This design comes from an exercise in tuning for small area, a short achievable clock period and few clock cycles per item on the open sky130 flow, not from production work. Only simulation tests tie the RTL to the original design; equivalence was not proved.

File: flow/run.sh
#!/bin/bash
set -euo pipefail
W=$(pwd)

# ORFS synth.tcl, with the ABC arguments pointing at our script
sed "s|^source \$::env(SCRIPTS_DIR)/synth_preamble.tcl\$|&\nset abc_args [list -script $W/flow/abc.script {*}\$lib_args {*}\$lib_dont_use_args -constr \$::env(OBJECTS_DIR)/abc.constr]|" \
    "$FLOW_HOME/scripts/synth.tcl" > "$W/flow_synth.tcl"
grep -q "flow/abc.script" "$W/flow_synth.tcl"

# The standard flow's synthesis wrapper, sourcing the script above
sed "s|source \$::env(SCRIPTS_DIR)/synth.tcl|source $W/flow_synth.tcl|" "$W/synth_recipe.tcl" > "$W/flow_synth_recipe.tcl"
grep -q "flow_synth.tcl" "$W/flow_synth_recipe.tcl"

# standard.sh, using that wrapper and the port buffer cell
sed -e "s|SYNTH_SCRIPT=$W/synth_recipe.tcl|SYNTH_SCRIPT=$W/flow_synth_recipe.tcl|" \
    -e "s|\"\${@:-finish}\"|\"BUFFER_PORTS_ARGS=-buffer_cell sky130_fd_sc_hd__buf_1\" \"CTS_ARGS=-sink_clustering_enable -repair_clock_nets -sink_clustering_size 25 -sink_clustering_max_diameter 60 -dont_use_dummy_load\" &|" \
    "$W/standard.sh" > "$W/flow_standard.sh"
grep -q "flow_synth_recipe.tcl" "$W/flow_standard.sh"
grep -q "BUFFER_PORTS_ARGS" "$W/flow_standard.sh"
grep -q "dont_use_dummy_load" "$W/flow_standard.sh"

bash "$W/flow_standard.sh" > "$W/flow_standard.log" 2>&1
test -f "$W/out/final.def"
File: flow/abc.script
strash
dch
map -D 3000 -B 0.9
topo
stime -c
buffer -c
upsize -c
dnsize -c
File: standard.sh
#!/bin/bash
# synth_recipe.tcl (not shown) runs the flow's synth.tcl, then flattens the netlist and writes it again
# the make line also repeats each setting of config.mk as NAME=value (left out here)
make -C /OpenROAD-flow-scripts/flow DESIGN_CONFIG=/design/flow/config.mk WORK_HOME=/design/flow/orfs CLKGATE_MAP_FILE= SYNTH_SCRIPT=/design/flow/synth_recipe.tcl "${@:-finish}"
File: config.mk
export PLATFORM = sky130hd
export DESIGN_NAME = nasccl_schedgen
export DESIGN_NICKNAME = nasccl_schedgen
export VERILOG_FILES = /design/flow/design.v
export SDC_FILE = /design/flow/constraint.sdc
export NUM_CORES = 8
export LEC_CHECK = 0
export ABC_AREA = 1
export CAP_MARGIN = 20
export CORE_MARGIN = 2
export CORE_UTILIZATION = 40
export CTS_CLUSTER_DIAMETER = 60
export CTS_CLUSTER_SIZE = 25
export SETUP_SLACK_MARGIN = 5
export SLEW_MARGIN = 20
File: constraint.sdc
create_clock -name core_clock -period 10.0 [get_ports {clk}]
set_input_delay 2.0000 -clock core_clock [delete_from_list [all_inputs] [get_ports {clk}]]
set_output_delay 2.0000 -clock core_clock [all_outputs]
set_load 0.01 [all_outputs]
File: design.v
module sha256_core #(
    parameter HOLD = 1
) (
    input  wire         clk,
    input  wire         st_ld,
    input  wire [255:0] st_val,
    input  wire         w_ld,
    input  wire [255:0] w_val,
    input  wire         w_ins,
    input  wire [31:0]  ins_val,
    input  wire         rnd_en,
    input  wire         ff_en,
    input  wire [31:0]  k,           
    input  wire [31:0]  x,
    input  wire [31:0]  y,
    output wire [255:0] st,
    output wire [255:0] fin,
    output wire [31:0]  w0
);
    reg [31:0] a, b, c, d, e, f, g, h;
    reg [31:0] w [0:14];
    reg [31:0] w15s, w15c;
    reg        w15i;             
    assign st = {a, b, c, d, e, f, g, h};
    assign w0 = w[0];
    wire [31:0] s1  = {e[5:0], e[31:6]} ^ {e[10:0], e[31:11]} ^ {e[24:0], e[31:25]};
    wire [31:0] ch  = (e & f) ^ (~e & g);
    wire [31:0] s0  = {a[1:0], a[31:2]} ^ {a[12:0], a[31:13]} ^ {a[21:0], a[31:22]};
    wire [31:0] mj  = (a & b) | (a & c) | (b & c);
    wire [31:0] us  = h ^ k ^ w[0];
    wire [31:0] uc  = ((h & k) | (h & w[0]) | (k & w[0])) << 1;
    wire [31:0] x1s = s1 ^ ch ^ s0;
    wire [31:0] x1c = ((s1 & ch) | (s1 & s0) | (ch & s0)) << 1;
    wire [31:0] z1s = us ^ uc ^ mj;
    wire [31:0] z1c = ((us & uc) | (us & mj) | (uc & mj)) << 1;
    wire [31:0] x2s = x1s ^ x1c ^ z1s;
    wire [31:0] x2c = ((x1s & x1c) | (x1s & z1s) | (x1c & z1s)) << 1;
    wire [31:0] x3s = x2s ^ x2c ^ z1c;
    wire [31:0] x3c = ((x2s & x2c) | (x2s & z1c) | (x2c & z1c)) << 1;
    wire [31:0] a_rnd = x3s + x3c;
    wire [31:0] vs  = d ^ us ^ uc;
    wire [31:0] vc  = ((d & us) | (d & uc) | (us & uc)) << 1;
    wire [31:0] y1s = s1 ^ ch ^ vs;
    wire [31:0] y1c = ((s1 & ch) | (s1 & vs) | (ch & vs)) << 1;
    wire [31:0] y2s = y1s ^ y1c ^ vc;
    wire [31:0] y2c = ((y1s & y1c) | (y1s & vc) | (y1c & vc)) << 1;
    wire [31:0] e_new = (ff_en ? h : y2s) + (ff_en ? y : y2c);
    wire [31:0] ls0 = {w[1][6:0], w[1][31:7]} ^ {w[1][17:0], w[1][31:18]} ^ (w[1] >> 3);
    wire [31:0] ls1 = {w[14][16:0], w[14][31:17]} ^ {w[14][18:0], w[14][31:19]} ^ (w[14] >> 10);
    wire [31:0] t1s = ls1 ^ w[9] ^ ls0;
    wire [31:0] t1c = ((ls1 & w[9]) | (ls1 & ls0) | (w[9] & ls0)) << 1;
    wire [31:0] ns  = t1s ^ t1c ^ w[0];
    wire [31:0] nc  = ((t1s & t1c) | (t1s & w[0]) | (t1c & w[0])) << 1;
    wire [31:0] ca   = ff_en ? d : w15s;
    wire [31:0] cb   = ff_en ? x : w15c;
    wire [31:0] csum = ca + cb;
    assign fin = {csum, a, b, c, e_new, e, f, g};
    integer i;
    generate
        if (HOLD) begin : g_hold
            wire shift = rnd_en | ff_en;
            always @(posedge clk) begin
                if (st_ld) begin
                    {a, b, c, d, e, f, g, h} <= st_val;
                end else if (shift) begin
                    a <= rnd_en ? a_rnd : csum;
                    b <= a;
                    c <= b;
                    d <= c;
                    e <= e_new;
                    f <= e;
                    g <= f;
                    h <= g;
                end
                if (w_ld) begin
                    for (i = 0; i < 8; i = i + 1)
                        w[i] <= w_val[255 - 32*i -: 32];
                end else if (rnd_en | w_ins) begin
                    for (i = 0; i < 14; i = i + 1)
                        w[i] <= w[i+1];
                    w[14] <= csum;
                    w15s  <= w_ins ? ins_val : ns;
                    w15c  <= w_ins ? 32'd0 : nc;
                end
            end
        end else begin : g_free
            always @(posedge clk) begin
                if (st_ld) begin
                    {a, b, c, d, e, f, g, h} <= st_val;
                end else begin
                    a <= ff_en ? csum : a_rnd;
                    b <= a;
                    c <= b;
                    d <= c;
                    e <= e_new;
                    f <= e;
                    g <= f;
                    h <= g;
                end
                for (i = 0; i < 14; i = i + 1)
                    w[i] <= w[i+1];
                w[14] <= w15i ? w15s : csum;
                w15s  <= w_ins ? ins_val : ns;
                w15c  <= w_ins ? 32'd0 : nc;
                w15i  <= w_ins;
            end
        end
    endgenerate
endmodule
module nasccl_schedgen (
    input  wire         clk,
    input  wire         rst,
    input  wire         start,
    input  wire [13:0]  table_count,
    input  wire [10:0]  seed_len,
    output wire         idle,
    input  wire         seed_valid,
    input  wire [7:0]   seed_data,
    output wire         seed_ready,
    output reg          out_valid,
    output wire [255:0] out_data,
    input  wire         out_ready
);
    localparam [255:0] SHA256_IV = {
        32'h6a09e667, 32'hbb67ae85, 32'h3c6ef372, 32'ha54ff53a,
        32'h510e527f, 32'h9b05688c, 32'h1f83d9ab, 32'h5be0cd19};
    localparam [31:0]  K0 = 32'h428a2f98;
    localparam [2:0] S_IDLE = 3'd0,    
                     S_INIT = 3'd1,    
                     S_COLL = 3'd2,    
                     S_XFER = 3'd3,    
                     S_ROT  = 3'd4,    
                     S_CMP  = 3'd5,    
                     S_HAND = 3'd6;    
    localparam [1:0] C_BLK = 2'd0, C_KEY = 2'd1, C_ITEM = 2'd2;
    reg  [2:0]   state;
    reg          idle_r;
    reg  [13:0]  tc_q;
    reg  [10:0]  sl_q;
    reg  [7:0]   xb;           
    reg          lng;          
    reg          sready;
    reg  [10:0]  cnt_in;       
    reg          bv_q, bl_q;   
    reg  [7:0]   bd_q;
    reg  [23:0]  stage;        
    reg  [1:0]   bpos;
    reg  [3:0]   wcnt;         
    reg          bfull;        
    reg          pdone;        
    reg          need80;       
    reg          lenblk;       
    reg          lastfull;     
    reg          lastblk;      
    reg          first_blk;
    reg          sdone;        
    reg          run, ffa;
    reg  [5:0]   rnd;
    reg  [1:0]   ffk;
    reg  [1:0]   ctx;
    reg          ffiv;         
    reg  [31:0]  kreg;         
    reg          runb, ffab;   
    reg  [3:0]   xs;           
    reg          mins;         
    reg  [3:0]   mph;          
    reg  [16:0]  ctr;          
    reg          a_real, b_real;
    reg  [255:0] ist, ost;     
    wire [255:0] a_st, b_st, a_fin, b_fin;
    wire [31:0]  a_w0, b_w0;
    assign idle       = idle_r;
    assign seed_ready = sready;
    assign out_data   = b_st;
    wire [8:0] tc_fold = {3'b000, tc_q[13:8]} + {1'b0, tc_q[7:0]};
    wire [7:0] tc_mod  = tc_fold[8]             ? tc_fold[7:0] + 8'd1 :
                         (tc_fold[7:0] == 8'hff) ? 8'd0 : tc_fold[7:0];
    wire        padok   = (state == S_COLL || (state == S_CMP && ctx == C_BLK)) && !bfull && !sdone;
    wire        pad_b   = padok && pdone && (bpos != 2'd0);      
    wire        pad_w   = padok && pdone && (bpos == 2'd0);      
    wire        push    = bv_q | pad_b;                          
    wire [7:0]  sb      = bv_q ? (bd_q ^ xb) : (need80 ? 8'h80 : 8'h00);
    wire        lenword = lenblk && !need80 && (wcnt == 4'd15);
    wire [31:0] pw      = need80 ? 32'h80000000 :
                          (lng && lenword) ? {18'd0, sl_q, 3'b000} : 32'd0;
    wire        sins    = (push && bpos == 2'd3) || pad_w;      
    wire        full    = sins && (wcnt == 4'd15);
    wire        marker  = need80 && (pad_b || pad_w);
    wire        in_rot  = (state == S_ROT);
    wire        in_xfer = (state == S_XFER);
    wire        mv_last = (wcnt == 4'd15);                       
    wire [31:0] rsrc    = (lng && wcnt[3]) ? 32'd0 : b_w0;       
    wire [31:0] mword   = (mph == 4'd1)  ? {15'd0, ctr} :
                          (mph == 4'd2)  ? 32'h80000000 :
                          (mph == 4'd15) ? 32'd576 : 32'd0;
    wire        a_ins   = mins || in_rot || in_xfer;
    wire [31:0] a_insv  = in_xfer ? b_w0 :
                          in_rot  ? (rsrc ^ 32'h36363636) : mword;
    wire        bconst  = runb && (rnd[5:3] == 3'b111);
    wire [31:0] cword   = (rnd[2:0] == 3'd0) ? 32'h80000000 :
                          (rnd[2:0] == 3'd7) ? 32'd768 : 32'd0;
    wire        b_ins   = sins || in_rot || in_xfer || bconst;
    wire [31:0] b_insv  = in_xfer ? b_w0 :
                          in_rot  ? (rsrc ^ 32'h5c5c5c5c) :
                          bconst  ? cword :
                          pad_w   ? pw : {stage, sb};
    wire cdone   = ffa && (ffk == 2'd3);
    wire hand_go = (state == S_HAND) && (!out_valid || out_ready) && (mph == 4'd15)
                   && !(out_valid && !a_real);
    wire rot_go  = in_rot && mv_last;
    wire xfer_go = in_xfer && mv_last;
    wire a_ld    = hand_go || rot_go || xfer_go;
    wire [255:0] a_ldv = (hand_go || (xfer_go && !first_blk)) ? ist : SHA256_IV;
    wire b_ld    = hand_go || rot_go;
    wire [255:0] b_ldv = hand_go ? ost : SHA256_IV;
    wire bw_ld   = cdone && (ctx == C_ITEM || (ctx == C_BLK && lastblk));
    reg  [31:0] k_nx;                              
    always @(*) begin
        case (rnd + 6'd1)
            6'd0:  k_nx = 32'h428a2f98; 6'd1:  k_nx = 32'h71374491;
            6'd2:  k_nx = 32'hb5c0fbcf; 6'd3:  k_nx = 32'he9b5dba5;
            6'd4:  k_nx = 32'h3956c25b; 6'd5:  k_nx = 32'h59f111f1;
            6'd6:  k_nx = 32'h923f82a4; 6'd7:  k_nx = 32'hab1c5ed5;
            6'd8:  k_nx = 32'hd807aa98; 6'd9:  k_nx = 32'h12835b01;
            6'd10: k_nx = 32'h243185be; 6'd11: k_nx = 32'h550c7dc3;
            6'd12: k_nx = 32'h72be5d74; 6'd13: k_nx = 32'h80deb1fe;
            6'd14: k_nx = 32'h9bdc06a7; 6'd15: k_nx = 32'hc19bf174;
            6'd16: k_nx = 32'he49b69c1; 6'd17: k_nx = 32'hefbe4786;
            6'd18: k_nx = 32'h0fc19dc6; 6'd19: k_nx = 32'h240ca1cc;
            6'd20: k_nx = 32'h2de92c6f; 6'd21: k_nx = 32'h4a7484aa;
            6'd22: k_nx = 32'h5cb0a9dc; 6'd23: k_nx = 32'h76f988da;
            6'd24: k_nx = 32'h983e5152; 6'd25: k_nx = 32'ha831c66d;
            6'd26: k_nx = 32'hb00327c8; 6'd27: k_nx = 32'hbf597fc7;
            6'd28: k_nx = 32'hc6e00bf3; 6'd29: k_nx = 32'hd5a79147;
            6'd30: k_nx = 32'h06ca6351; 6'd31: k_nx = 32'h14292967;
            6'd32: k_nx = 32'h27b70a85; 6'd33: k_nx = 32'h2e1b2138;
            6'd34: k_nx = 32'h4d2c6dfc; 6'd35: k_nx = 32'h53380d13;
            6'd36: k_nx = 32'h650a7354; 6'd37: k_nx = 32'h766a0abb;
            6'd38: k_nx = 32'h81c2c92e; 6'd39: k_nx = 32'h92722c85;
            6'd40: k_nx = 32'ha2bfe8a1; 6'd41: k_nx = 32'ha81a664b;
            6'd42: k_nx = 32'hc24b8b70; 6'd43: k_nx = 32'hc76c51a3;
            6'd44: k_nx = 32'hd192e819; 6'd45: k_nx = 32'hd6990624;
            6'd46: k_nx = 32'hf40e3585; 6'd47: k_nx = 32'h106aa070;
            6'd48: k_nx = 32'h19a4c116; 6'd49: k_nx = 32'h1e376c08;
            6'd50: k_nx = 32'h2748774c; 6'd51: k_nx = 32'h34b0bcb5;
            6'd52: k_nx = 32'h391c0cb3; 6'd53: k_nx = 32'h4ed8aa4a;
            6'd54: k_nx = 32'h5b9cca4f; 6'd55: k_nx = 32'h682e6ff3;
            6'd56: k_nx = 32'h748f82ee; 6'd57: k_nx = 32'h78a5636f;
            6'd58: k_nx = 32'h84c87814; 6'd59: k_nx = 32'h8cc70208;
            6'd60: k_nx = 32'h90befffa; 6'd61: k_nx = 32'ha4506ceb;
            6'd62: k_nx = 32'hbef9a3f7; default: k_nx = 32'hc67178f2;
        endcase
    end
    wire [31:0] ax  = ({32{xs[0]}} & ist[159:128]) | ({32{xs[1]}} & ist[191:160]) |
                      ({32{xs[2]}} & ist[223:192]) | ({32{xs[3]}} & ist[255:224]);
    wire [31:0] ay  = ({32{xs[0]}} & ist[31:0])    | ({32{xs[1]}} & ist[63:32])   |
                      ({32{xs[2]}} & ist[95:64])   | ({32{xs[3]}} & ist[127:96]);
    wire [31:0] bx  = ({32{xs[0]}} & ost[159:128]) | ({32{xs[1]}} & ost[191:160]) |
                      ({32{xs[2]}} & ost[223:192]) | ({32{xs[3]}} & ost[255:224]);
    wire [31:0] by  = ({32{xs[0]}} & ost[31:0])    | ({32{xs[1]}} & ost[63:32])   |
                      ({32{xs[2]}} & ost[95:64])   | ({32{xs[3]}} & ost[127:96]);
    wire [31:0] ivx = ({32{xs[0]}} & SHA256_IV[159:128]) | ({32{xs[1]}} & SHA256_IV[191:160]) |
                      ({32{xs[2]}} & SHA256_IV[223:192]) | ({32{xs[3]}} & SHA256_IV[255:224]);
    wire [31:0] ivy = ({32{xs[0]}} & SHA256_IV[31:0])    | ({32{xs[1]}} & SHA256_IV[63:32])   |
                      ({32{xs[2]}} & SHA256_IV[95:64])   | ({32{xs[3]}} & SHA256_IV[127:96]);
    sha256_core #(.HOLD(0)) u_a (
        .clk     (clk),
        .st_ld   (a_ld),
        .st_val  (a_ldv),
        .w_ld    (1'b0),
        .w_val   (256'd0),
        .w_ins   (a_ins),
        .ins_val (a_insv),
        .rnd_en  (run),
        .ff_en   (ffa),
        .k       (kreg),
        .x       (ffiv ? ivx : ax),
        .y       (ffiv ? ivy : ay),
        .st      (a_st),
        .fin     (a_fin),
        .w0      (a_w0)
    );
    sha256_core #(.HOLD(1)) u_b (
        .clk     (clk),
        .st_ld   (b_ld),
        .st_val  (b_ldv),
        .w_ld    (bw_ld),
        .w_val   (a_fin),
        .w_ins   (b_ins),
        .ins_val (b_insv),
        .rnd_en  (runb),
        .ff_en   (ffab),
        .k       (kreg),
        .x       (ffiv ? ivx : bx),
        .y       (ffiv ? ivy : by),
        .st      (b_st),
        .fin     (b_fin),
        .w0      (b_w0)
    );
    wire take    = seed_valid && sready;
    wire go      = hand_go || rot_go || xfer_go;      
    always @(posedge clk) begin
        if (idle_r) begin
            tc_q <= table_count;
            sl_q <= seed_len;
        end
        bd_q <= seed_data;
        bl_q <= (cnt_in + 11'd1 == sl_q);
        if (push)
            stage <= {stage[15:0], sb};
        if (cdone && ctx != C_ITEM)
            ist <= a_fin;
        if (cdone && ctx == C_KEY)
            ost <= b_fin;
        kreg <= (run && rnd != 6'd63) ? k_nx : K0;
        xs   <= (run && rnd == 6'd63) ? 4'b0001 : {xs[2:0], 1'b0};
    end
    always @(posedge clk) begin
        if (rst) begin
            state     <= S_IDLE;
            idle_r    <= 1'b1;
            out_valid <= 1'b0;
            sready    <= 1'b0;
            bv_q      <= 1'b0;
            run       <= 1'b0;
            ffa       <= 1'b0;
            runb      <= 1'b0;
            ffab      <= 1'b0;
            rnd       <= 6'd0;
            ffk       <= 2'd0;
            mins      <= 1'b0;
        end else begin
            bv_q <= take;
            if (take) begin
                cnt_in <= cnt_in + 11'd1;
                if ((cnt_in + 11'd1 == sl_q) || (lng && cnt_in[5:0] == 6'd63))
                    sready <= 1'b0;
            end
            if (push) begin
                bpos <= bpos + 2'd1;
                if (bv_q && bl_q)
                    pdone <= 1'b1;
            end
            if (sins)
                wcnt <= wcnt + 4'd1;
            if (full) begin
                bfull    <= 1'b1;
                lastfull <= lenword;
                sdone    <= lenword;
                lenblk   <= 1'b1;
            end else if (marker) begin
                lenblk   <= (wcnt <= 4'd13);
            end
            if (marker)
                need80 <= 1'b0;
            if (go) begin
                run  <= 1'b1;
                runb <= !xfer_go;
                rnd  <= 6'd0;
            end
            if (run) begin
                rnd <= rnd + 6'd1;
                if (rnd == 6'd63) begin
                    run  <= 1'b0;
                    runb <= 1'b0;
                    ffa  <= 1'b1;
                    ffab <= runb;
                    ffk  <= 2'd0;
                end
            end
            if (ffa) begin
                ffk <= ffk + 2'd1;
                if (ffk == 2'd3) begin
                    ffa  <= 1'b0;
                    ffab <= 1'b0;
                end
            end
            if (run && rnd == 6'd52 && ctx != C_BLK) begin
                mins <= 1'b1;
                mph  <= 4'd0;
            end else if (mins) begin
                mph <= mph + 4'd1;
                if (hand_go || state == S_IDLE)
                    mins <= 1'b0;
            end
            case (state)
                S_IDLE: begin
                    if (start) begin
                        idle_r <= 1'b0;
                        state  <= S_INIT;
                    end
                end
                S_INIT: begin
                    xb        <= tc_mod;
                    lng       <= (sl_q > 11'd64);
                    need80    <= (sl_q > 11'd64);
                    pdone     <= (sl_q == 11'd0);
                    sready    <= (sl_q != 11'd0);
                    cnt_in    <= 11'd0;
                    bpos      <= 2'd0;
                    wcnt      <= 4'd0;
                    bfull     <= 1'b0;
                    sdone     <= 1'b0;
                    lenblk    <= 1'b0;
                    first_blk <= 1'b1;
                    ctr       <= 17'd0;
                    a_real    <= 1'b0;
                    state     <= S_COLL;
                end
                S_COLL: begin
                    if (bfull) begin
                        wcnt  <= 4'd0;
                        state <= lng ? S_XFER : S_ROT;
                    end
                end
                S_XFER: begin
                    wcnt <= wcnt + 4'd1;
                    if (mv_last) begin
                        bfull   <= 1'b0;
                        lastblk <= lastfull;
                        ffiv    <= first_blk;
                        ctx     <= C_BLK;
                        sready  <= (cnt_in != sl_q);
                        state   <= S_CMP;
                    end
                end
                S_ROT: begin
                    wcnt <= wcnt + 4'd1;
                    if (mv_last) begin
                        ffiv  <= 1'b1;
                        ctx   <= C_KEY;
                        state <= S_CMP;
                    end
                end
                S_CMP: begin
                    if (cdone) begin
                        case (ctx)
                            C_BLK: begin
                                first_blk <= 1'b0;
                                if (lastblk) begin
                                    wcnt  <= 4'd0;
                                    state <= S_ROT;
                                end else begin
                                    state <= S_COLL;
                                end
                            end
                            C_KEY: begin
                                ffiv  <= 1'b0;
                                ctx   <= C_ITEM;
                                state <= S_HAND;
                            end
                            default: begin
                                out_valid <= b_real;
                                state     <= S_HAND;
                            end
                        endcase
                    end
                end
                S_HAND: begin
                    if (out_valid && out_ready) begin
                        out_valid <= 1'b0;
                        if (!a_real) begin
                            idle_r <= 1'b1;
                            state  <= S_IDLE;
                        end
                    end
                    if (hand_go) begin
                        b_real <= a_real;
                        a_real <= (ctr < {tc_q, 3'b000});
                        ctr    <= ctr + 17'd1;
                        state  <= S_CMP;
                    end
                end
                default: state <= S_IDLE;
            endcase
        end
    end
endmodule
==> flow_summary.yaml, run 1 <==
global_route:
  grt_overflow_total: 0
  grt.busiest_layer: "met2"
  use_met2_pct: 49.5
  antenna_found_initial: 64
  grt_pass1_wl_um: 683000
  grt_max_degree: 144
  grt_pass1_vias: 85800
  grt_usage_pct: 33.5
  grt_use_met1_pct: 42.0
  met3_usage_pct: 9.10
clocking:
  clock_latency_ns: 0.92
  cts_buffers: 183
  postCtsHoldBufs: 0
  clk_pin_slew_worst_paths_ns: 0.08
  cts_tree: "yes"
  cts-root-buf: "clkbuf_16"
  cts.sinks: 2285
  h-tree-depth: 4
  clockBufferDepth: 4
sta:
  finalClockSkew_ns: 0.147
  final-setup-viol-count: 0
  drv_slew: 0
  layout_setup_ws_ns: 4.88
  rsz0062_at_grt: "true"
  slew-limit-headroom_pct: 18.1
  hold_viol: 0
  fmax_mhz: 195
  fin_crit_ns: 5.12
  hold_ws_ns: 0.276
  final.setup.tns_ns: 0
  worst_pin_slew_ns: 1.22
  period_share_pct: 51.2
synth:
  avgSynthCellArea_um2: 10.2
  yosys_warnings: 5
  synthDistinctLibCells: 78
  syn_nets: 12200
  async_reset_ff_share_pct: 0
  synth_edf_count: 1420
  synth_flop_cell: "edfxtp_1"
  netlist_area_um2: 116000
  seq_area_frac_synth_pct: 51.8
  yosys_register_bits: 2285
  netlist_instances: 11400
detailed_routing:
  vias: 89500
  ant_nets: 0
  vias_per_cell: 5.81
  post-route-drc-count: 0
  wl_um: 503000
  firstDrtPassIters: 6
  drt_iter0_drc: 12700
  wl_per_cell_um: 32.7
critical_path:
  crit_path_max_fanout: 5
  criticalPathCategory: "register to register"
  critPathCapture: "u_b.a[28]"
  worstReg2RegEnd: "u_b.a[28]"
  arrival_ns: 5.76
  crit-reg2reg-launch: "u_b.a[25]"
  setup.worst_path.start_class: "register"
  crit_start: "u_b.a[25]"
  reg2reg_setup_slack_ns: 4.88
  cp-end-kind: "register"
  crit_required_ns: 10.63
  ff2ff_path_depth: 16
cells_and_area:
  final.fill_count: 27200
  final_util_pct: 44.9
  mostFrequentLayoutCells: "nand2_1, inv_1, edfxtp_1, o21ai_0, dfxtp_1"
  fin_nets: 12500
  final_common_cell: "nand2_1"
  area_growth_syn_to_layout_pct: 11.7
  layout.cells.non_filler: 15400
  final_cell_area_um2: 129000
  drive_gt1_share_pct: 9.66
place:
  gp_congestion: 1.05
  placed_cell_area_um2: 120000
  dp_cells: 15000
  pre_cts_ws_ns: 4.04
  io_buffers: 296
  post-dp-hpwl_um: 384000
floorplanning:
  die_y_um: 542
  core_area_um2: 288000
  start_util_pct: 40.2
  io_pins: 297
  rows: 197
  die_area_um2: 293000
  die_w_um: 542
status:
  outcome: "finished clean"
worst_hold_path:
  hp-class: "register to register"
job:
  maxCapViolations: 0
==> synth_stat cells (15+ instances only) <==
library cell  count  share of area [%]
buf_1            34               0.11
a211oi_1         28               0.18
nor3_1           60               0.26
o21bai_1         29               0.19
o211ai_1         72               0.47
buf_4           200                1.3
o21ai_0         949                4.1
o221ai_1         16               0.12
nand3_1         222               0.96
or2_2            15              0.081
o22a_1           28               0.21
a21oi_1         661                2.9
nor2_1          680                2.2
a22o_1           28               0.21
ha_1            242                2.6
nand2_1        1970                6.4
clkbuf_1        260               0.84
xnor2_1         304                2.3
xor2_1          371                2.8
a21o_1           28               0.18
inv_1          1571                5.1
o21a_1           22               0.14
buf_2            92               0.40
o21ai_1          51               0.22
a22oi_1          25               0.16
a221oi_1         58               0.44
a221o_1          15               0.13
nand4_1          50               0.27
dfxtp_1         865                 15
fa_1            611                 11
inv_2            17              0.055
o22ai_1         108               0.58
nor4_1           20               0.11
a31oi_1          75               0.41
edfxtp_1       1420                 37
o2111ai_1        38               0.29
==> layout make-up <==
class	instances	area [um2]	area share, %
sequential	2285	60200	46.6
multi-input combinational	6883	49100	38.0
inverter	1597	6040	4.67
tap	3781	4730	3.66
clock buffer	183	4580	3.55
timing repair buffer	651	4540	3.52
antenna	16	40.0	0.0310
==> flip-flops by register name (all words and copies together), names as in the netlist, 256 cells and up <==
name   cells
ist      256
ost      256
u_b.w    480
u_a.w    480
==> worst max-delay path, cell delays in order, from the launching register on <==
cell and delay [ns]:
edfxtp_1 0.44, buf_4 0.19, o21ai_0 0.88, fa_1 0.58
fa_1 0.57, inv_1 0.05, fa_1 0.49, ha_1 0.39
a21oi_1 0.20, o21ai_0 0.17, a21oi_2 0.19, nand3_2 0.12
a21o_1 0.20, a21oi_2 0.17, o21ai_2 0.09, nand3_1 0.07
nand2_1 0.07
==> worst min path at each step <==
| stage | from | to | slack, ns | cells after the start |
|---|---|---|---|---|
| global route | u_a.w[10][18] | u_a.w[9][18] | 0.26 | 0 |
| detailed placement | u_a.w[4][5] | u_a.w[3][5] | 0.31 | 0 |
| floorplan | u_a.w[11][0] | u_a.w[10][0] | 0.31 | 0 |
| global placement | u_a.w[7][2] | u_a.w[6][2] | 0.31 | 0 |
| finish | u_a.w[10][18] | u_a.w[9][18] | 0.28 | 0 |
| CTS | u_a.w[10][18] | u_a.w[9][18] | 0.26 | 0 |
==> logic make-up after synthesis <==
logic type | synth area share (%)
simple gates | 10.6
mux | 0.00866
compound gates | 11.4
fa+ha+maj | 13.2
xor+xnor | 5.13
flops | 51.8
buf+inv | 7.86
==> metal layers <==
metal	up-vias	routed length, um	share of wire, %
li1	37700	-	-
met1	44600	184000	37
met2	5769	215000	43
met3	1338	57900	12
met4	38	45300	9.0
met5	-	242	0.048
==> timing repair <==
| action | CTS | global route |
|---|---|---|
| endpoints found under the hold margin | 0 | 0 |
| setup endpoints to repair | 549 | 366 |
| pin swaps | 43 | 120 |
| gates cloned | 3 | 1 |
| resized for setup | 325 | 380 |
| buffers inserted | 137 | 91 |
Testbench counts, summed over its fixed seeds: cycles 57,258, items 712.
==> run 2: changes to the inputs <==
--- a/flow/run.sh
+++ b/flow/run.sh
@@ -1,4 +1,12 @@
 #!/bin/bash
+# Layout flow: the standard flow (standard.sh) with two changes:
+#  - synthesis: the final ABC technology mapping uses flow/abc.script (the ORFS
+#    area script with a 3000 ps delay target for "map"). Registers, flattening
+#    and renaming are those of the standard synthesis.
+#  - placement: every input and output port still gets a buffer, but a
+#    sky130_fd_sc_hd__buf_1 (BUFFER_PORTS_ARGS) instead of the default pick.
+# Every other step is the standard one. Tool output goes to flow_standard.log
+# and the ORFS logs under orfs/logs.
 set -euo pipefail
 W=$(pwd)
 
@@ -13,11 +21,10 @@
 
 # standard.sh, using that wrapper and the port buffer cell
 sed -e "s|SYNTH_SCRIPT=$W/synth_recipe.tcl|SYNTH_SCRIPT=$W/flow_synth_recipe.tcl|" \
-    -e "s|\"\${@:-finish}\"|\"BUFFER_PORTS_ARGS=-buffer_cell sky130_fd_sc_hd__buf_1\" \"CTS_ARGS=-sink_clustering_enable -repair_clock_nets -sink_clustering_size 25 -sink_clustering_max_diameter 60 -dont_use_dummy_load\" &|" \
+    -e "s|\"\${@:-finish}\"|\"BUFFER_PORTS_ARGS=-buffer_cell sky130_fd_sc_hd__buf_1\" &|" \
     "$W/standard.sh" > "$W/flow_standard.sh"
 grep -q "flow_synth_recipe.tcl" "$W/flow_standard.sh"
 grep -q "BUFFER_PORTS_ARGS" "$W/flow_standard.sh"
-grep -q "dont_use_dummy_load" "$W/flow_standard.sh"
 
 bash "$W/flow_standard.sh" > "$W/flow_standard.log" 2>&1
 test -f "$W/out/final.def"
==> run 2 against run 1 <==
Compared with the run above:
- fmax rose by 1.6%
- highest routed layer unchanged
- cell count rose by 0.96%
- sequential cell count did not move
- design area rose by 1.5%
- worst setup slack improved by 0.079 ns
- first-iteration DRC count fell by 3.2%
- routed wire length barely moved
==> flow_summary.yaml, run 2 <==
synth:
  yosys_register_bits: 2285
  netlist.top_cell.by_area: "edfxtp_1"
  async_reset_ff_share_pct: 0
  yosys.area_share.simple_pct: 10.6
  netlist_instances: 11400
  synth_flop_cell: "edfxtp_1"
  synth_compound_area_share_pct: 11.4
  synth_edf_count: 1420
  synth_common_cells: "nand2_1, inv_1, edfxtp_1"
  muxShareOfSynthArea_pct: 0.00866
  synth_top_area_share_pct: 36.9
  avgSynthCellArea_um2: 10.2
  syn_nets: 12200
  yosys_warnings: 5
  seq_area_frac_synth_pct: 51.8
  netlist_area_um2: 116000
  synth_top_family_by_area: "adder cells"
  synth_xor_xnor_area_share_pct: 5.13
  synth_area_leaders: "edfxtp_1, dfxtp_1, fa_1"
  synthDistinctLibCells: 78
  synthAdderAreaFrac_pct: 13.2
  yosysMostFrequentCell: "nand2_1"
sta:
  period_share_pct: 50.4
  finalClockSkew_ns: 0.108
  fmax_mhz: 198
  slew-limit-headroom_pct: 11.2
  final.setup.tns_ns: 0
  fin_crit_ns: 5.04
  rsz0062_at_grt: "true"
  worst_pin_slew_ns: 1.33
  hold_viol: 0
  drv_slew: 0
  final-setup-viol-count: 0
  hold_ws_ns: 0.302
clocking:
  cts.sinks: 2285
  cts-root-buf: "clkbuf_16"
  cts_tree: "yes"
  clockBufferDepth: 4
  clk_pin_slew_worst_paths_ns: 0.09
  clock_latency_ns: 0.94
  postCtsHoldBufs: 0
  h-tree-depth: 4
  cts_buffers: 183
floorplanning:
  io_pins: 297
  core_area_um2: 288000
  die_area_um2: 293000
  die_y_um: 542
  die_w_um: 542
  start_util_pct: 40.2
  rows: 197
global_route:
  grt_overflow_total: 0
  antenna_found_initial: 64
  grt_max_degree: 144
  grt_usage_pct: 33.5
  grt_pass1_vias: 86000
  grt_pass1_wl_um: 684000
cells_and_area:
  area_growth_syn_to_layout_pct: 13.3
  drive_gt1_share_pct: 10.5
  final.fill_count: 27000
  final_common_cell: "nand2_1"
  mostFrequentLayoutCells: "nand2_1, inv_1, edfxtp_1, o21ai_0, dfxtp_1"
  fin_nets: 12500
  final_util_pct: 45.5
  top_regs: "u_a.w (480), u_b.w (480)"
critical_path:
  cp-end-kind: "register"
  crit_path_frequent_cell: "fa_1"
  arrival_ns: 5.71
  setup.worst_path.start_class: "register"
  crit_path_top_delay_cell: "fa_1"
  crit_chain: "fa_1 > fa_1 > fa_1 > inv_1 > fa_1 > o21ai_0 > ha_1 > a21oi_2 > nand2_2 > a21oi_4 > inv_1 > nand3_1 > nand3_2 > nand2_1 > o211ai_1 > a21oi_1 > nand2_1 > and2_1"
  cpPeakStageDelay_ns: 0.66
  crit_path_max_fanout: 3
  crit_required_ns: 10.67
  criticalPathCategory: "register to register"
detailed_routing:
  vias: 89500
  drt_iter0_drc: 12300
  vias_per_cell: 5.76
  firstDrtPassIters: 6
  post-route-drc-count: 0
  ant_nets: 0
  wl_um: 503000
  wl_per_cell_um: 32.4
place:
  io_buffers: 296
  gp_congestion: 1.05
  post-dp-hpwl_um: 384000
worst_hold_path:
  hp-class: "register to register"
job:
  maxCapViolations: 0
status:
  outcome: "finished clean"
[run 2: cell count changes in the layout (fill, tap and decap cells not counted), moves of 8 or more]
cell | before | now
clkinv_8 | 0 | 32
inv_6 | 1 | 22
inv_8 | 1 | 19
inv_12 | 0 | 15
inv_16 | 0 | 10
clkinv_4 | 0 | 9
ha_1 | 196 | 205
clkinv_16 | 0 | 8
clkinvlp_4 | 2 | 10
[run 2: worst paths after layout]
kind | startpoint | end | slack, ns | cells past startpoint
setup / recovery | u_b.h[3] | ost[126] | 4.96 | 18
hold / removal | u_a.w[10][18] | u_a.w[9][18] | 0.30 | 0
setup reg to reg | u_b.h[3] | ost[126] | 4.96 | 18
hold reg to reg | u_a.w[10][18] | u_a.w[9][18] | 0.30 | 0
[run 2: what timing repair did]
item,4_1_cts,5_1_grt
pin swaps,41,120
setup endpoints to repair,537,343
setup buffers,127,95
cloned,3,1
gates resized for setup,320,358
[run 2: worst max-delay path, delay by kind of cell (launching register included)]
kind / cells / cell delay, ns
fa+ha+maj: 5 / 2.51
compound gates: 5 / 0.90
simple gates: 6 / 0.65
flops: 1 / 0.55
buf+inv: 2 / 0.15
[run 2: through the flow]
stage / setup slack (ns) / cells / instance area [um2]
global route: 4.83 / 15500 / 131000
detailed placement: 4.04 / 15000 / 120000
global placement: 3.93 / 15000 / 120000
floorplan: 2.25 / 11400 / 116000
CTS: 4.96 / 15400 / 129000
finish: 4.96 / 15500 / 131000
[run 2: final cells by class]
cell class	count	area, um2	area share, %
sequential	2285	60200	45.9
antenna	23	57.6	0.0439
inverter	1597	6040	4.61
clock buffer	195	4730	3.61
timing repair buffer	644	4460	3.40
multi-input combinational	6883	48900	37.3
tap	3781	4730	3.61
clock inverter	136	1950	1.49
[run 2: layer usage]
layer	share of wire, %	global-route usage [%]
met1	37	42.0
met4	8.7	24.1
met5	0.057	0
met2	43	49.8
met3	11	9.14
[run 2: cells by family after synthesis]
logic type	Yosys count
adder cells (fa/ha/maj)	854
buffers and inverters	2186
flip-flops	2285
AND/OR/NAND/NOR	3061
XOR/XNOR	676
AO/OA/AOI/OAI	2290
multiplexers	1
==> run 3: changes to the inputs <==
==> flow/run.sh (replaced) <==
#!/bin/bash
set -euo pipefail
W=$(pwd)

# ORFS synth.tcl, with the ABC arguments pointing at our script
sed "s|^source \$::env(SCRIPTS_DIR)/synth_preamble.tcl\$|&\nset abc_args [list -script $W/flow/abc.script {*}\$lib_args {*}\$lib_dont_use_args -constr \$::env(OBJECTS_DIR)/abc.constr]|" \
    "$FLOW_HOME/scripts/synth.tcl" > "$W/flow_synth.tcl"
grep -q "flow/abc.script" "$W/flow_synth.tcl"

# The standard flow's synthesis wrapper, sourcing the script above
sed "s|source \$::env(SCRIPTS_DIR)/synth.tcl|source $W/flow_synth.tcl|" "$W/synth_recipe.tcl" > "$W/flow_synth_recipe.tcl"
grep -q "flow_synth.tcl" "$W/flow_synth_recipe.tcl"

# standard.sh, using that wrapper and the port buffer cell
sed -e "s|SYNTH_SCRIPT=$W/synth_recipe.tcl|SYNTH_SCRIPT=$W/flow_synth_recipe.tcl|" \
    -e "s|\"\${@:-finish}\"|\"BUFFER_PORTS_ARGS=-buffer_cell sky130_fd_sc_hd__buf_1\" \"CTS_ARGS=-sink_clustering_enable -repair_clock_nets -sink_clustering_size 25 -sink_clustering_max_diameter 60 -dont_use_dummy_load\" &|" \
    "$W/standard.sh" > "$W/flow_standard.sh"
grep -q "flow_synth_recipe.tcl" "$W/flow_standard.sh"
grep -q "BUFFER_PORTS_ARGS" "$W/flow_standard.sh"
grep -q "dont_use_dummy_load" "$W/flow_standard.sh"

RV="$W/orfs/results/sky130hd/nasccl_schedgen/base/1_2_yosys.v"
bash "$W/flow_standard.sh" "$RV" > "$W/flow_synth.log" 2>&1
cp "$RV" "$RV.synth"
python3 "$W/flow/pushinv.py" "$RV.synth" "$RV" > "$W/flow_pushinv.log" 2>&1
touch -r "$RV.synth" "$RV"
bash "$W/flow_standard.sh" > "$W/flow_standard.log" 2>&1
test -f "$W/out/final.def"
==> flow/pushinv.py (new file) <==
#!/usr/bin/env python3
"""Push inverters through full-adder cells in a flat Yosys netlist.

A full adder is self-dual: FA(~a, ~b, ~c) = (~sum, ~cout). Synthesis leaves
inverters between chained sky130 fa cells; this pass chooses, for every fa
cell, whether to use it in inverted polarity, so that fewer inverters are
needed, and rewrites the netlist accordingly. Every other cell, every
register and every port keeps its connections' logic values, so the netlist
computes exactly what it did before.

usage: pushinv.py IN.v OUT.v
"""
import re
import sys
from collections import defaultdict

OUTP = {'X', 'Y', 'Q', 'Q_N', 'SUM', 'COUT', 'HI', 'LO'}
INV = 'sky130_fd_sc_hd__inv_1'


def main():
    src, dst = sys.argv[1], sys.argv[2]
    txt = open(src).read()
    m = re.search(r'\n(\s*sky130_fd_sc_hd__\w+\s+\S+\s*\()', txt)
    head = txt[:m.start()]
    tail = txt[txt.rindex('endmodule'):]
    body = txt[m.start():txt.rindex('endmodule')]
    insts = re.findall(r'\s*(sky130_fd_sc_hd__\w+)\s+(\S+)\s*\((.*?)\);', body, re.S)
    if sum(1 for _ in re.finditer(r'\);', body)) != len(insts):
        sys.exit('pushinv: unexpected netlist format')
    cells = []
    for ct, nm, pb in insts:
        pins = [(p, n.strip()) for p, n in re.findall(r'\.(\w+)\(([^()]*)\)', pb)]
        cells.append([ct, nm, pins])

    ports = set()
    for d in re.findall(r'^\s*(?:input|output)\s+(?:\[(\d+):(\d+)\]\s+)?(\S+);', head, re.M):
        hi, lo, name = d
        if hi:
            for b in range(int(lo), int(hi) + 1):
                ports.add('%s[%d]' % (name, b))
        else:
            ports.add(name)

    drv = {}
    for i, (ct, nm, pins) in enumerate(cells):
        for p, n in pins:
            if p in OUTP:
                drv[n] = (i, p)

    def is_inv(i):
        ct = cells[i][0]
        if not (ct.startswith('sky130_fd_sc_hd__inv_') or ct.startswith('sky130_fd_sc_hd__clkinv_')):
            return False
        out = dict(cells[i][2])['Y']
        return out not in ports

    inv = set(i for i in range(len(cells)) if is_inv(i))

    def root(n):
        par = 0
        while n in drv and drv[n][0] in inv:
            n = dict(cells[drv[n][0]][2])['A']
            par ^= 1
        return n, par

    fa = [i for i, c in enumerate(cells) if c[0].startswith('sky130_fd_sc_hd__fa_')]
    faset = set(fa)
    flip = defaultdict(int)
    fa_of_root = {}
    for i in fa:
        for p, n in cells[i][2]:
            if p in ('SUM', 'COUT'):
                fa_of_root[n] = i

    # requirements: root -> [(cell, pin index, parity)]
    req = defaultdict(list)
    for i, (ct, nm, pins) in enumerate(cells):
        if i in inv:
            continue
        for k, (p, n) in enumerate(pins):
            if p in OUTP:
                continue
            r, par = root(n)
            req[r].append((i, k, par))
    # output ports driven through inverters are not possible here (kept above),
    # but a port net may be a root read by nothing: nothing to do for it.

    def src_flip(r):
        i = fa_of_root.get(r)
        return flip[i] if i is not None else 0

    def cost(r):
        s = src_flip(r)
        for (i, k, par) in req[r]:
            if par ^ (flip[i] if i in faset else 0) ^ s:
                return 1
        return 0

    nets_of = defaultdict(set)
    for r in req:
        if r in fa_of_root:
            nets_of[fa_of_root[r]].add(r)
        for (i, k, par) in req[r]:
            if i in faset:
                nets_of[i].add(r)
    for i in fa:
        for p, n in cells[i][2]:
            if p in ('SUM', 'COUT'):
                nets_of[i].add(n)

    before = len(inv)
    fixed = set(i for i in fa if any(p in ('SUM', 'COUT') and n in ports for p, n in cells[i][2]))
    for _ in range(30):
        changed = False
        for i in fa:
            if i in fixed:
                continue
            ns = nets_of[i]
            c0 = sum(cost(r) for r in ns)
            flip[i] ^= 1
            c1 = sum(cost(r) for r in ns)
            if c1 < c0:
                changed = True
            else:
                flip[i] ^= 1
        if not changed:
            break

    # rewrite
    newinv = {}
    extra_wires = []
    out_cells = []
    for i, (ct, nm, pins) in enumerate(cells):
        if i in inv:
            continue
        newpins = []
        for k, (p, n) in enumerate(pins):
            if p in OUTP:
                newpins.append((p, n))
                continue
            r, par = root(n)
            need = par ^ (flip[i] if i in faset else 0) ^ src_flip(r)
            if need:
                if r not in newinv:
                    w = '_pinv%d_' % len(newinv)
                    newinv[r] = w
                    extra_wires.append(w)
                newpins.append((p, newinv[r]))
            else:
                newpins.append((p, r))
        out_cells.append((ct, nm, newpins))
    for r, w in newinv.items():
        out_cells.append((INV, '_pinvc%s' % w[5:], [('A', r), ('Y', w)]))

    lines = [head.rstrip('\n')]
    for w in extra_wires:
        lines.append('  wire %s;' % w)
    for ct, nm, pins in out_cells:
        lines.append('  %s %s (' % (ct, nm))
        lines.append(',\n'.join('    .%s(%s)' % (p, n + ' ' if n.startswith('\\') else n) for p, n in pins))
        lines.append('  );')
    lines.append(tail)
    open(dst, 'w').write('\n'.join(lines))
    print('pushinv: fa cells %d, flipped %d, inverters %d -> %d'
          % (len(fa), sum(flip[i] for i in fa), before, len(newinv)))


if __name__ == '__main__':
    main()
==> run 3 against run 2 <==
Compared with the run above:
- still clean
- critical path depth rose by 4
- global-route usage shrank 0.11 points
- clock skew rose by 0.0054 ns
- sequential cell count unchanged
- die area decreased by 1.1%
- routed wire length is 0.96% lower
==> flow_summary.yaml, run 3 <==
status:
  outcome: "finished clean"
critical_path:
  criticalPathCategory: "register to register"
  setup.worst_path.start_class: "register"
  crit_required_ns: 10.57
  crit_path_max_fanout: 4
  crit_path_frequent_cell: "fa_2"
  cpPeakStageDelay_ns: 0.62
  cp-end-kind: "register"
  crit_path_top_delay_cell: "fa_2"
  arrival_ns: 5.62
  crit_chain: "buf_12 > fa_2 > buf_6 > fa_2 > fa_2 > fa_2 > nand2_2 > nand2_2 > ha_4 > nand2_4 > nor2_4 > inv_2 > nor3_4 > nand3_1 > nand3_2 > nand2_2 > o211ai_1 > buf_4 > a21oi_4 > or2_1 > nand2_1 > a21oi_1"
detailed_routing:
  firstDrtPassIters: 9
  post-route-drc-count: 0
  ant_nets: 0
  vias: 87900
  wl_per_cell_um: 33.1
  vias_per_cell: 5.84
  drt_iter0_drc: 12200
  wl_um: 498000
cells_and_area:
  final.fill_count: 27000
  top_regs: "u_a.w (480), u_b.w (480)"
  final_cell_area_um2: 128000
  drive_gt1_share_pct: 9.77
  regArea_um2: 60200
  final_common_cell: "nand2_1"
  fin_nets: 12200
  mostFrequentLayoutCells: "nand2_1, edfxtp_1, inv_1, o21ai_0, dfxtp_1"
  area_growth_syn_to_layout_pct: 11.8
  multi_input_area_um2: 48900
floorplanning:
  die_y_um: 539
  die_area_um2: 290000
  core_area_um2: 285000
  io_pins: 297
  die_w_um: 539
  rows: 196
  start_util_pct: 40.2
sta:
  hold_viol: 0
  final.setup.tns_ns: 0
  layout_setup_ws_ns: 4.94
  finalClockSkew_ns: 0.113
  slew-limit-headroom_pct: 11.7
  final-setup-viol-count: 0
  rsz0062_at_grt: "true"
  fmax_mhz: 198
  drv_slew: 0
  period_share_pct: 50.6
  fin_crit_ns: 5.06
  hold_ws_ns: 0.258
  worst_pin_slew_ns: 1.31
clocking:
  cts-root-buf: "clkbuf_16"
  clockBufferDepth: 4
  clock_latency_ns: 0.92
  clk_pin_slew_worst_paths_ns: 0.09
  postCtsHoldBufs: 0
  h-tree-depth: 4
  cts.sinks: 2285
  cts_buffers: 187
  cts_tree: "yes"
synth:
  syn_nets: 11900
  avgSynthCellArea_um2: 10.4
  yosys_warnings: 5
  netlist_instances: 11000
  netlist_area_um2: 114000
place:
  placed_cell_area_um2: 118000
  gp_congestion: 1.04
  post-dp-hpwl_um: 380000
  pre_cts_ws_ns: 3.72
  io_buffers: 296
worst_hold_path:
  hp-class: "register to register"
global_route:
  grt_overflow_total: 0
  grt_usage_pct: 33.4
  grt_pass1_vias: 84300
  grt_max_degree: 173
  antenna_found_initial: 53
  grt_pass1_wl_um: 676000
job:
  maxCapViolations: 0
[run 3: routing by layer]
metal | vias up | GRT usage (%) | part of all wire [%]
met4 | 28 | 23.2 | 8.3
met5 | - | 0 | 0.040
met2 | 5457 | 50.1 | 44
li1 | 37000 | - | -
met1 | 44200 | 43.3 | 38
met3 | 1154 | 6.85 | 10
[run 3: stage by stage]
stage,utilization (%),instances
floorplan,-,11000
global placement,41.5,14600
detailed placement,41.5,14600
CTS,44.1,14900
global route,44.9,15000
finish,44.9,15100
[run 3: critical path: cells and delay by family, from the launching register on]
family	cells	cell delay (ns)
buf+inv	4	0.55
flops	1	0.42
compound gates	3	0.23
fa+ha+maj	5	2.43
simple gates	10	1.11
[run 3: layout make-up]
| type | count | share of cell area, % |
|---|---|---|
| antenna | 29 | 0.0568 |
| tap | 3762 | 3.68 |
| timing repair buffer | 667 | 3.56 |
| multi-input combinational | 6883 | 38.3 |
| clock buffer | 187 | 3.66 |
| sequential | 2285 | 47.1 |
| inverter | 1245 | 3.71 |
[run 3: worst paths after layout]
| path | startpoint | depth (start not counted) | slack [ns] | end |
|---|---|---|---|---|
| worst max register to register | u_b.h[10] | 22 | 4.94 | u_b.e[30] |
| worst min register to register | u_a.w[8][0] | 0 | 0.26 | u_a.w[7][0] |
| worst min-delay path | u_a.w[8][0] | 0 | 0.26 | u_a.w[7][0] |
| worst max-delay path | u_b.h[10] | 22 | 4.94 | u_b.e[30] |
[run 3: timing repair]
action                                  in CTS  in global routing
gates resized for setup                    321                338
setup buffers                              168                 97
endpoints found under the setup margin     896                384
pin swaps                                   34                 95
cloned                                       2                  1
==> run 4: changes to the inputs <==
--- a/flow/pushinv.py
+++ b/flow/pushinv.py
@@ -1,12 +1,14 @@
 #!/usr/bin/env python3
 """Push inverters through full-adder cells in a flat Yosys netlist.
 
-A full adder is self-dual: FA(~a, ~b, ~c) = (~sum, ~cout). Synthesis leaves
-inverters between chained sky130 fa cells; this pass chooses, for every fa
-cell, whether to use it in inverted polarity, so that fewer inverters are
-needed, and rewrites the netlist accordingly. Every other cell, every
-register and every port keeps its connections' logic values, so the netlist
-computes exactly what it did before.
+A full adder is self-dual: FA(~a, ~b, ~c) = (~sum, ~cout), and a two-input
+XOR absorbs an inversion of any input or of its output by becoming an XNOR
+(and back). Synthesis leaves inverters between chained sky130 fa cells and
+around xor/xnor cells; this pass chooses, for every fa cell, whether to use it
+in inverted polarity, and for every xor/xnor cell which of the two to use, so
+that fewer inverters are needed, and rewrites the netlist accordingly. Every
+other cell, every register and every port keeps its connections' logic
+values, so the netlist computes exactly what it did before.
 
 usage: pushinv.py IN.v OUT.v
 """
@@ -66,11 +68,21 @@
 
     fa = [i for i, c in enumerate(cells) if c[0].startswith('sky130_fd_sc_hd__fa_')]
     faset = set(fa)
+    XT = {}   # xor/xnor cell type -> (its xor type, is xnor)
+    for d in ('1', '2', '4'):
+        XT['sky130_fd_sc_hd__xor2_' + d] = ('sky130_fd_sc_hd__xor2_' + d, 0)
+        XT['sky130_fd_sc_hd__xnor2_' + d] = ('sky130_fd_sc_hd__xor2_' + d, 1)
+    xo = [i for i, c in enumerate(cells) if c[0] in XT]
+    xoset = set(xo)
     flip = defaultdict(int)
     fa_of_root = {}
     for i in fa:
         for p, n in cells[i][2]:
             if p in ('SUM', 'COUT'):
+                fa_of_root[n] = i
+    for i in xo:
+        for p, n in cells[i][2]:
+            if p in ('X', 'Y'):
                 fa_of_root[n] = i
 
     # requirements: root -> [(cell, pin index, parity)]
@@ -93,6 +105,8 @@
     def cost(r):
         s = src_flip(r)
         for (i, k, par) in req[r]:
+            if i in xoset:
+                continue
             if par ^ (flip[i] if i in faset else 0) ^ s:
                 return 1
         return 0
@@ -108,12 +122,16 @@
         for p, n in cells[i][2]:
             if p in ('SUM', 'COUT'):
                 nets_of[i].add(n)
+    for i in xo:
+        for p, n in cells[i][2]:
+            if p in ('X', 'Y'):
+                nets_of[i].add(n)
 
     before = len(inv)
-    fixed = set(i for i in fa if any(p in ('SUM', 'COUT') and n in ports for p, n in cells[i][2]))
+    fixed = set(i for i in fa + xo if any(p in OUTP and n in ports for p, n in cells[i][2]))
     for _ in range(30):
         changed = False
-        for i in fa:
+        for i in fa + xo:
             if i in fixed:
                 continue
             ns = nets_of[i]
@@ -133,6 +151,22 @@
     out_cells = []
     for i, (ct, nm, pins) in enumerate(cells):
         if i in inv:
+            continue
+        if i in xoset:
+            base, t = XT[ct]
+            e = 0
+            ins = []
+            out = None
+            for p, n in pins:
+                if p in OUTP:
+                    out = n
+                    continue
+                r, par = root(n)
+                e ^= par ^ src_flip(r)
+                ins.append((p, r))
+            t ^= e ^ flip[i]
+            nct = base if t == 0 else base.replace('xor2', 'xnor2')
+            out_cells.append((nct, nm, ins + [('Y' if t else 'X', out)]))
             continue
         newpins = []
         for k, (p, n) in enumerate(pins):
@@ -162,8 +196,8 @@
         lines.append('  );')
     lines.append(tail)
     open(dst, 'w').write('\n'.join(lines))
-    print('pushinv: fa cells %d, flipped %d, inverters %d -> %d'
-          % (len(fa), sum(flip[i] for i in fa), before, len(newinv)))
+    print('pushinv: fa cells %d (%d flipped), xor/xnor cells %d (%d flipped), inverters %d -> %d'
+          % (len(fa), sum(flip[i] for i in fa), len(xo), sum(flip[i] for i in xo), before, len(newinv)))
 
 
 if __name__ == '__main__':
==> run 4 against run 3 <==
Compared with the run above:
- still clean
- first-iteration DRC count increased by 1.1%
- hold slack gained 0.037 ns
- critical path depth shrank 4
- design area fell by 0.63%
- worst setup slack got worse by 0.034 ns
- die area shrank 0.55%
- register-to-register slack worse by 0.03 ns
- non-clock buffer count increased by 4
- via count fell by 0.81%
- critical path type unchanged
- critical endpoint is now u_b.e[28]
==> flow_summary.yaml, run 4 <==
critical_path:
  critPathBufInv: 1
  cpPeakStageDelay_ns: 0.72
  crit_path_top_delay_cell: "fa_2"
  crit_path_max_fanout: 4
  cpLargestDelayFamily: "adder cells"
  crit_chain: "buf_12 > fa_2 > fa_1 > fa_2 > fa_2 > nand2_2 > nand2_2 > ha_4 > nand2_4 > nor4_4 > nand3_2 > nand3_4 > nand2_2 > o211ai_1 > a21oi_1 > or2_1 > nand2_1 > a21oi_1"
  cp-end-kind: "register"
  criticalPathCategory: "register to register"
  crit_required_ns: 10.63
  setup.worst_path.start_class: "register"
  arrival_ns: 5.72
clocking:
  cts-root-buf: "clkbuf_16"
  cts_tree: "yes"
  cts_buffers: 181
  h-tree-depth: 4
  cts.sinks: 2285
  clock_latency_ns: 0.93
  clockBufferDepth: 4
  postCtsHoldBufs: 0
  clk_pin_slew_worst_paths_ns: 0.09
status:
  outcome: "finished clean"
synth:
  netlist_instances: 10800
  netlist_area_um2: 114000
  syn_nets: 11700
  yosys_warnings: 5
  avgSynthCellArea_um2: 10.5
detailed_routing:
  drt_iter0_drc: 12300
  ant_nets: 0
  vias_per_cell: 5.87
  wl_um: 502000
  vias: 87200
  wl_per_cell_um: 33.8
  post-route-drc-count: 0
  firstDrtPassIters: 7
floorplanning:
  die_y_um: 537
  rows: 195
  core_area_um2: 283000
  die_w_um: 537
  die_area_um2: 288000
  start_util_pct: 40.2
  io_pins: 297
global_route:
  grt_overflow_total: 0
  grt_max_degree: 149
  grt_pass1_vias: 83000
  antenna_found_initial: 54
  grt_pass1_wl_um: 678000
  grt_usage_pct: 34.0
sta:
  worst_pin_slew_ns: 1.33
  slew-limit-headroom_pct: 10.6
  drv_slew: 0
  fmax_mhz: 196
  finalClockSkew_ns: 0.104
  fin_crit_ns: 5.09
  rsz0062_at_grt: "true"
  final.setup.tns_ns: 0
  period_share_pct: 50.9
  final-setup-viol-count: 0
  layout_setup_ws_ns: 4.91
  hold_viol: 0
place:
  io_buffers: 296
  dp_cells: 14400
  gp_congestion: 1.04
  pre_cts_ws_ns: 3.82
  post-dp-hpwl_um: 380000
cells_and_area:
  area_growth_syn_to_layout_pct: 11.7
  final_common_cell: "nand2_1"
  final_util_pct: 44.9
  drive_gt1_share_pct: 10.0
  top_regs: "u_a.w (480), u_b.w (480)"
  mostFrequentLayoutCells: "nand2_1, edfxtp_1, inv_1, o21ai_0, dfxtp_1"
  layout.cells.non_filler: 14900
  fin_nets: 12000
job:
  maxCapViolations: 0
worst_hold_path:
  hp-class: "register to register"
-- run 4: per-layer routing --
| layer | part of all wire [%] | track usage (%) | vias up |
|---|---|---|---|
| met5 | 0.082 | 0 | - |
| met4 | 8.2 | 23.3 | 28 |
| met3 | 10 | 6.43 | 1100 |
| met2 | 44 | 51.1 | 5335 |
| met1 | 38 | 44.6 | 44000 |
| li1 | - | - | 36800 |
-- run 4: worst paths after layout --
check / from / depth (start not counted) / slack [ns] / end
setup / recovery: u_b.h[18] / 18 / 4.91 / u_b.e[28]
hold / removal: u_a.w[4][8] / 0 / 0.30 / u_a.w[3][8]
setup reg to reg: u_b.h[18] / 18 / 4.91 / u_b.e[28]
hold reg to reg: u_a.w[4][8] / 0 / 0.30 / u_a.w[3][8]
-- run 4: timing repair --
action	4_1_cts	5_1_grt
gates resized for setup	382	309
buffers inserted	171	91
pin swaps	56	118
cloned	6	3
setup endpoints to repair	892	238
-- run 4: through the flow --
step	hold slack [ns]	area (um2)
after floorplan	0.310	114000
after global placement	0.310	118000
after detailed placement	0.312	118000
after CTS	0.285	125000
after global routing	0.292	127000
final	0.295	127000
-- run 4: final cells by class --
type	instances	area (um2)
diodes	18	45.0
clock buffers	181	4530
fillers	26800	156000
inverters	1076	4080
multi-input cells	6885	48900
flip-flops and latches	2285	60200
well taps	3743	4680
repair buffers	671	4580
repair inverters	2	10.0
==> run 5: changes to the inputs <==
--- a/flow/run.sh
+++ b/flow/run.sh
@@ -13,11 +13,13 @@
 
 # standard.sh, using that wrapper and the port buffer cell
 sed -e "s|SYNTH_SCRIPT=$W/synth_recipe.tcl|SYNTH_SCRIPT=$W/flow_synth_recipe.tcl|" \
+    -e "s| SETUP_SLACK_MARGIN=5 | SETUP_SLACK_MARGIN=5.15 |" \
     -e "s|\"\${@:-finish}\"|\"BUFFER_PORTS_ARGS=-buffer_cell sky130_fd_sc_hd__buf_1\" \"CTS_ARGS=-sink_clustering_enable -repair_clock_nets -sink_clustering_size 25 -sink_clustering_max_diameter 60 -dont_use_dummy_load\" &|" \
     "$W/standard.sh" > "$W/flow_standard.sh"
 grep -q "flow_synth_recipe.tcl" "$W/flow_standard.sh"
 grep -q "BUFFER_PORTS_ARGS" "$W/flow_standard.sh"
 grep -q "dont_use_dummy_load" "$W/flow_standard.sh"
+grep -q " SETUP_SLACK_MARGIN=5.15 " "$W/flow_standard.sh"
 
 RV="$W/orfs/results/sky130hd/nasccl_schedgen/base/1_2_yosys.v"
 bash "$W/flow_standard.sh" "$RV" > "$W/flow_synth.log" 2>&1
==> run 5 against run 4 <==
Compared with the run above:
- critical endpoint is now u_b.e[30]
- critical path type unchanged
- global-route usage increased by 0.17 points
- die area is the same
==> flow_summary.yaml, run 5 <==
status:
  outcome: "finished clean"
critical_path:
  crit_path_top_delay_cell: "fa_2"
  cpPeakStageDelay_ns: 0.75
  crit_path_max_fanout: 3
  reg2reg_setup_slack_ns: 4.98
  arrival_ns: 5.65
  crit_required_ns: 10.63
  ff2ff_path_depth: 18
  crit-reg2reg-launch: "u_b.w[0][18]"
  crit_chain: "fa_2 > fa_1 > fa_2 > fa_2 > nand2_2 > nand2_2 > ha_4 > buf_6 > nand2_4 > nor4_4 > nand3_2 > nand3_4 > nand2_2 > o211ai_1 > a21oi_1 > or2_1 > nand2_1 > a21oi_2"
  criticalPathCategory: "register to register"
  cp-end-kind: "register"
  setup.worst_path.start_class: "register"
  worstReg2RegEnd: "u_b.e[30]"
floorplanning:
  core_area_um2: 283000
  rows: 195
  start_util_pct: 40.2
  die_area_um2: 288000
  io_pins: 297
  die_y_um: 537
  die_w_um: 537
sta:
  fin_crit_ns: 5.02
  fmax_mhz: 199
  drv_slew: 0
  final-setup-viol-count: 0
  layout_setup_ws_ns: 4.98
  slew-limit-headroom_pct: 14.1
  finalClockSkew_ns: 0.0969
  period_share_pct: 50.2
  hold_viol: 0
  worst_pin_slew_ns: 1.28
  rsz0062_at_grt: "true"
  final.setup.tns_ns: 0
global_route:
  grt_usage_pct: 34.2
  grt_pass1_wl_um: 681000
  grt_pass1_vias: 83600
  antenna_found_initial: 54
  grt_max_degree: 149
  grt_overflow_total: 0
worst_hold_path:
  min_from: "u_a.w[4][8]"
  hp-class: "register to register"
  holdPathStages: 0
  min_to: "u_a.w[3][8]"
detailed_routing:
  firstDrtPassIters: 6
  drt_iter0_drc: 12300
  vias_per_cell: 5.87
  vias: 87600
  wl_um: 505000
  post-route-drc-count: 0
  ant_nets: 0
  wl_per_cell_um: 33.8
synth:
  avgSynthCellArea_um2: 10.5
  yosys_warnings: 5
  netlist_area_um2: 114000
  syn_nets: 11700
  netlist_instances: 10800
clocking:
  clk_pin_slew_worst_paths_ns: 0.09
  clock_latency_ns: 0.96
  cts.sinks: 2285
  h-tree-depth: 4
  cts-root-buf: "clkbuf_16"
  cts_tree: "yes"
  cts_buffers: 181
  clockBufferDepth: 4
cells_and_area:
  fin_nets: 12100
  top_regs: "u_a.w (480), u_b.w (480)"
  area_growth_syn_to_layout_pct: 13.5
  mostFrequentLayoutCells: "nand2_1, edfxtp_1, inv_1, o21ai_0, dfxtp_1"
  final_common_cell: "nand2_1"
  final_util_pct: 45.7
  layout.cells.non_filler: 14900
  drive_gt1_share_pct: 12.5
  final.fill_count: 26600
  final_cell_area_um2: 129000
job:
  maxCapViolations: 0
place:
  post-dp-hpwl_um: 380000
  pre_cts_ws_ns: 3.82
  placed_cell_area_um2: 118000
  io_buffers: 296
  dp_cells: 14400
  gp_congestion: 1.04
-- run 5: critical path, delay by kind of cell, from the launching register on --
kind	cells	cell delay, ns
buffers and inverters	1	0.11
adders and majority gates	5	2.58
DFF	1	0.56
AOI/OAI and AO/OA	3	0.38
and+or+nand+nor	9	1.10
-- run 5: cell type report --
cell class                 count  area, um2  area share, %
timing repair buffer         757       5420           4.20
multi-input combinational   6885      50000           38.8
timing repair inverter         2       10.0        0.00776
tap                         3743       4680           3.63
sequential                  2285      60200           46.7
clock buffer                 181       4530           3.51
antenna                       12       30.0         0.0233
inverter                    1076       4100           3.17
-- run 5: how the worst max path moves through the flow --
stage | start | endpoint | depth (start not counted)
after floorplan | ctx[1] | ctx[0] | 3
after global placement | out_ready | u_b.b[20] | 10
after detailed placement | out_ready | u_a.e[28] | 12
after CTS | kreg[2] | u_b.a[20] | 19
after global routing | u_b.h[12] | u_b.e[30] | 20
final | u_b.w[0][18] | u_b.e[30] | 18
-- run 5: through the flow --
stage	hold WS (ns)
floorplan	0.310
global placement	0.310
detailed placement	0.312
CTS	0.285
global route	0.292
finish	0.298
-- run 5: repair_timing --
item | in CTS | in global routing
gates resized for setup | 585 | 442
setup buffers | 238 | 109
hold buffers | 0 | 0
cloned | 7 | 3
setup endpoints to repair | 1044 | 624
pin swaps | 138 | 127
-- run 5: layer usage --
| layer | track usage, % | wire length, um |
|---|---|---|
| met1 | 44.4 | 191000 |
| met2 | 51.4 | 220000 |
| met3 | 7.06 | 51400 |
| met4 | 23.6 | 42300 |
| met5 | 0 | 231 |

## static timing again, ports no longer ideal
The results above use ideal ports. As a check the final layouts listed here were re-extracted and re-timed, cells and wires unchanged.
Step 1 sets driving cells, clkbuf_16 on the clock port and buf_2 on the other inputs (assumed; they add their load-dependent delay and slew).
Step 2 moves the port delays by t, midway between the first and last clock arrival at a register: inputs arrive t later, outputs are due t later. That takes back most of the time a late clock gives input paths.
a / b / c = ideal ports / drivers / drivers and shift; a / b = the first two.
run	shift t [ns]	setup slack, ns	hold slack, ns	worst setup path at the end	cell pins on the clock port's net
run 1	0.953	4.876 / 4.876 / 4.173	0.276 / 0.276 / 0.276	input to register	1
run 2	0.986	4.955 / 4.955 / 4.179	0.302 / 0.302 / 0.302	input to register	1
run 3	0.955	4.944 / 4.944 / 4.197	0.258 / 0.258 / 0.258	input to register	1
run 4	0.982	4.910 / 4.910 / 4.286	0.295 / 0.295 / 0.295	input to register	1
run 5	0.992	4.981 / 4.981 / 4.373	0.298 / 0.298 / 0.298	input to register	1
After both steps every run listed still meets setup and hold. The setup slack of run 2, which loses most, moves by 0.000 ns with the drivers and by -0.776 ns with both steps.
